Source: an optimization exercise on an open RTL-to-GDS flow (aim: small area, a short achievable clock period and few clock cycles per item). Production flows keep margins and buffers that such runs may drop. In this exercise RTL edits were held to simulation tests only and were not proved equivalent to the original.

maple:
// hdu_top
module hdu_top (
    input  wire        clk,
    input  wire        rst,         
    input  wire        in_valid,
    output wire        in_ready,
    input  wire [31:0] in_cmd,
    input  wire [31:0] in_opa,
    input  wire [31:0] in_opb,
    output reg         out_valid,
    output wire [31:0] out_result,
    output wire [31:0] out_status
);
Size: ~1100 cells after synthesis, about 89 flip-flops, roughly 170 I/O pins.
export LEC_CHECK = 0
export ABC_AREA = 1
export ABC_CLOCK_PERIOD_IN_PS = 9000
export CAP_MARGIN = 20
export CORE_MARGIN = 2
export CORE_UTILIZATION = 40
export SLEW_MARGIN = 20
create_clock -name core_clock -period 44.0 [get_ports {clk}]
standard.sh (not shown) runs the stock make flow with config.mk's settings and CLKGATE_MAP_FILE= SYNTH_SCRIPT=/design/flow/synth_recipe.tcl, a recipe that flattens the netlist after the stock synthesis.
==> flow/flow/run.sh <==
#!/bin/bash
# The standard layout (standard.sh), with these changes to how the layout
# is made (constraints untouched):
#  - synthesis runs Yosys's synth with -noabc, so the full adders written in
#    the RTL reach extract_fa without the polarity changes abc -fast makes;
#  - ports are buffered with sky130_fd_sc_hd__buf_1;
#  - clock tree: larger sink clusters, small clock buffers, no dummy loads;
#  - repair_timing over-fixes setup by the margin in flow/margin.txt.
set -o pipefail
export SETUP_SLACK_MARGIN=$(cat flow/margin.txt)
export BUFFER_PORTS_ARGS="-buffer_cell sky130_fd_sc_hd__buf_1"
export CTS_ARGS="-sink_clustering_enable -repair_clock_nets -dont_use_dummy_load -sink_clustering_size 24 -sink_clustering_max_diameter 60 -buf_list {sky130_fd_sc_hd__clkbuf_4 sky130_fd_sc_hd__clkbuf_8} -root_buf sky130_fd_sc_hd__clkbuf_8"
bash standard.sh SYNTH_ARGS=-noabc finish > standard.log 2>&1
==> flow/flow/margin.txt <==
34.4
maple: flow completed, timing, DRC and antenna clean
Testbench counts of maple, summed over its fixed seeds: cycles 16,016, items 16,000.
What indigo does differently from maple at the input level:
==> flow/flow/margin.txt <==
34
==> comparison <==
[indigo] signed area change from the synthesized netlist to the final layout fell 6.0 points relative to maple. Hold slack, indigo and maple: larger value in indigo. Higher first-pass GRT wire length goes to maple over indigo. Taking maple as the reference, in indigo number of fillers in the final layout went up by 1.5%, average wire length per cell after detail routing went down by 0.81%, total wirelength of the detailed-routed design went down by about 1.6%.
## Diff of input files: pepper against indigo
--- a/flow/flow/run.sh
+++ b/flow/flow/run.sh
@@ -3,5 +3,7 @@
 # is made (constraints untouched):
 #  - synthesis runs Yosys's synth with -noabc, so the full adders written in
-#    the RTL reach extract_fa without the polarity changes abc -fast makes;
+#    the RTL reach extract_fa without the polarity changes abc -fast makes,
+#    and the final ABC mapping uses an area script (flow/synth_abc.tcl,
+#    flow/abc_area_strong.script);
 #  - ports are buffered with sky130_fd_sc_hd__buf_1;
 #  - clock tree: larger sink clusters, small clock buffers, no dummy loads;
@@ -11,3 +13,3 @@
 export BUFFER_PORTS_ARGS="-buffer_cell sky130_fd_sc_hd__buf_1"
 export CTS_ARGS="-sink_clustering_enable -repair_clock_nets -dont_use_dummy_load -sink_clustering_size 24 -sink_clustering_max_diameter 60 -buf_list {sky130_fd_sc_hd__clkbuf_4 sky130_fd_sc_hd__clkbuf_8} -root_buf sky130_fd_sc_hd__clkbuf_8"
-bash standard.sh SYNTH_ARGS=-noabc finish > standard.log 2>&1
+bash standard.sh SYNTH_ARGS=-noabc SYNTH_SCRIPT=$PWD/flow/synth_abc.tcl finish > standard.log 2>&1
==> flow/flow/abc_area_strong.script (new file) <==
strash
dch -f
map -a
mfs2
strash
dch -f
map -a
topo
dnsize -c
==> flow/flow/synth_abc.tcl (new file) <==
# The standard flow's synthesis script (synth_recipe.tcl in the work folder), run with one
# change: Yosys's abc call maps with flow/abc_area_strong.script instead of
# the script ORFS picks.  Everything else, including the synth wrapper that
# skips the fsm and share passes, the flattening and the renaming, is
# synth_recipe.tcl's own text.
set fh [open synth_recipe.tcl]; set bsrc [read $fh]; close $fh
set fh [open $::env(SCRIPTS_DIR)/synth.tcl]; set ssrc [read $fh]; close $fh
set old {log_cmd abc {*}$abc_args}
if {[string first $old $ssrc] < 0} { error "synth_abc.tcl: abc call not found in synth.tcl" }
set ssrc [string map [list $old {log_cmd abc -script [file normalize flow/abc_area_strong.script] {*}[lrange $abc_args 2 end]}] $ssrc]
set line {source $::env(SCRIPTS_DIR)/synth.tcl}
if {[string first $line $bsrc] < 0} { error "synth_abc.tcl: synth.tcl not sourced by synth_recipe.tcl" }
set fh [open synth_patched.tcl w]; puts $fh $ssrc; close $fh
set bsrc [string map [list $line "source [file normalize synth_patched.tcl]"] $bsrc]
eval $bsrc
Findings:
- The flow ended early for pepper: it failed with a tool error in 1_2_yosys.
### pepper -> zinc
--- a/flow/flow/run.sh
+++ b/flow/flow/run.sh
@@ -13,3 +13,4 @@
 export BUFFER_PORTS_ARGS="-buffer_cell sky130_fd_sc_hd__buf_1"
 export CTS_ARGS="-sink_clustering_enable -repair_clock_nets -dont_use_dummy_load -sink_clustering_size 24 -sink_clustering_max_diameter 60 -buf_list {sky130_fd_sc_hd__clkbuf_4 sky130_fd_sc_hd__clkbuf_8} -root_buf sky130_fd_sc_hd__clkbuf_8"
-bash standard.sh SYNTH_ARGS=-noabc SYNTH_SCRIPT=$PWD/flow/synth_abc.tcl finish > standard.log 2>&1
+sed "s|@WORK@|$PWD|g" flow/synth_abc.tcl > synth_abc.tcl
+bash standard.sh SYNTH_ARGS=-noabc SYNTH_SCRIPT=$PWD/synth_abc.tcl finish > standard.log 2>&1
==> flow/flow/margin.txt <==
33.7
==> flow/flow/synth_abc.tcl <==
# The standard flow's synthesis script (synth_recipe.tcl in the work folder), run with one
# change: Yosys's abc call maps with flow/abc_area_strong.script instead of
# the script ORFS picks.  Everything else, including the synth wrapper that
# skips the fsm and share passes, the flattening and the renaming, is
# synth_recipe.tcl's own text.
set fh [open @WORK@/synth_recipe.tcl]; set bsrc [read $fh]; close $fh
set fh [open $::env(SCRIPTS_DIR)/synth.tcl]; set ssrc [read $fh]; close $fh
set old {log_cmd abc {*}$abc_args}
if {[string first $old $ssrc] < 0} { error "synth_abc.tcl: abc call not found in synth.tcl" }
set ssrc [string map [list $old {log_cmd abc -script @WORK@/flow/abc_area_strong.script {*}[lrange $abc_args 2 end]}] $ssrc]
set line {source $::env(SCRIPTS_DIR)/synth.tcl}
if {[string first $line $bsrc] < 0} { error "synth_abc.tcl: synth.tcl not sourced by synth_recipe.tcl" }
set fh [open @WORK@/synth_patched.tcl w]; puts $fh $ssrc; close $fh
set bsrc [string map [list $line "source @WORK@/synth_patched.tcl"] $bsrc]
eval $bsrc
zinc: PASS, flow complete, no timing, DRC or antenna violations
Status: pepper FAILED at 1_2_yosys (tool error)

what the ideal ports hide:
The results above use ideal ports. As a check the final layouts listed here were re-extracted and re-timed, cells and wires unchanged.
Step 1 (the two cells are an assumption about what drives the block):
set clk [get_ports {clk}]
set_driving_cell -lib_cell sky130_fd_sc_hd__clkbuf_16 $clk
set_driving_cell -lib_cell sky130_fd_sc_hd__buf_2 [delete_from_list [all_inputs] $clk]
Step 2, shift: input delay + t, output delay - t, t = (earliest + latest rising clock arrival at the registers) / 2. This alone moves slack from input paths to output paths.
Slacks: ideal / step 1 / step 2; pairs: ideal / step 1.
| run | t, ns | slack for setup (ns) | slew at the worst register clock pin (ns) |
|---|---|---|---|
| maple | 0.413 | 34.318 / 34.276 / 34.156 | 0.10 / 0.10 |
| indigo | 0.408 | 34.118 / 34.078 / 34.103 | 0.10 / 0.10 |
| zinc | 0.394 | 34.080 / 34.041 / 33.836 | 0.09 / 0.09 |
After both steps setup and hold are still met in every run listed. For zinc, which loses most, drivers alone change the setup slack by -0.039 ns; drivers and shift together by -0.244 ns.
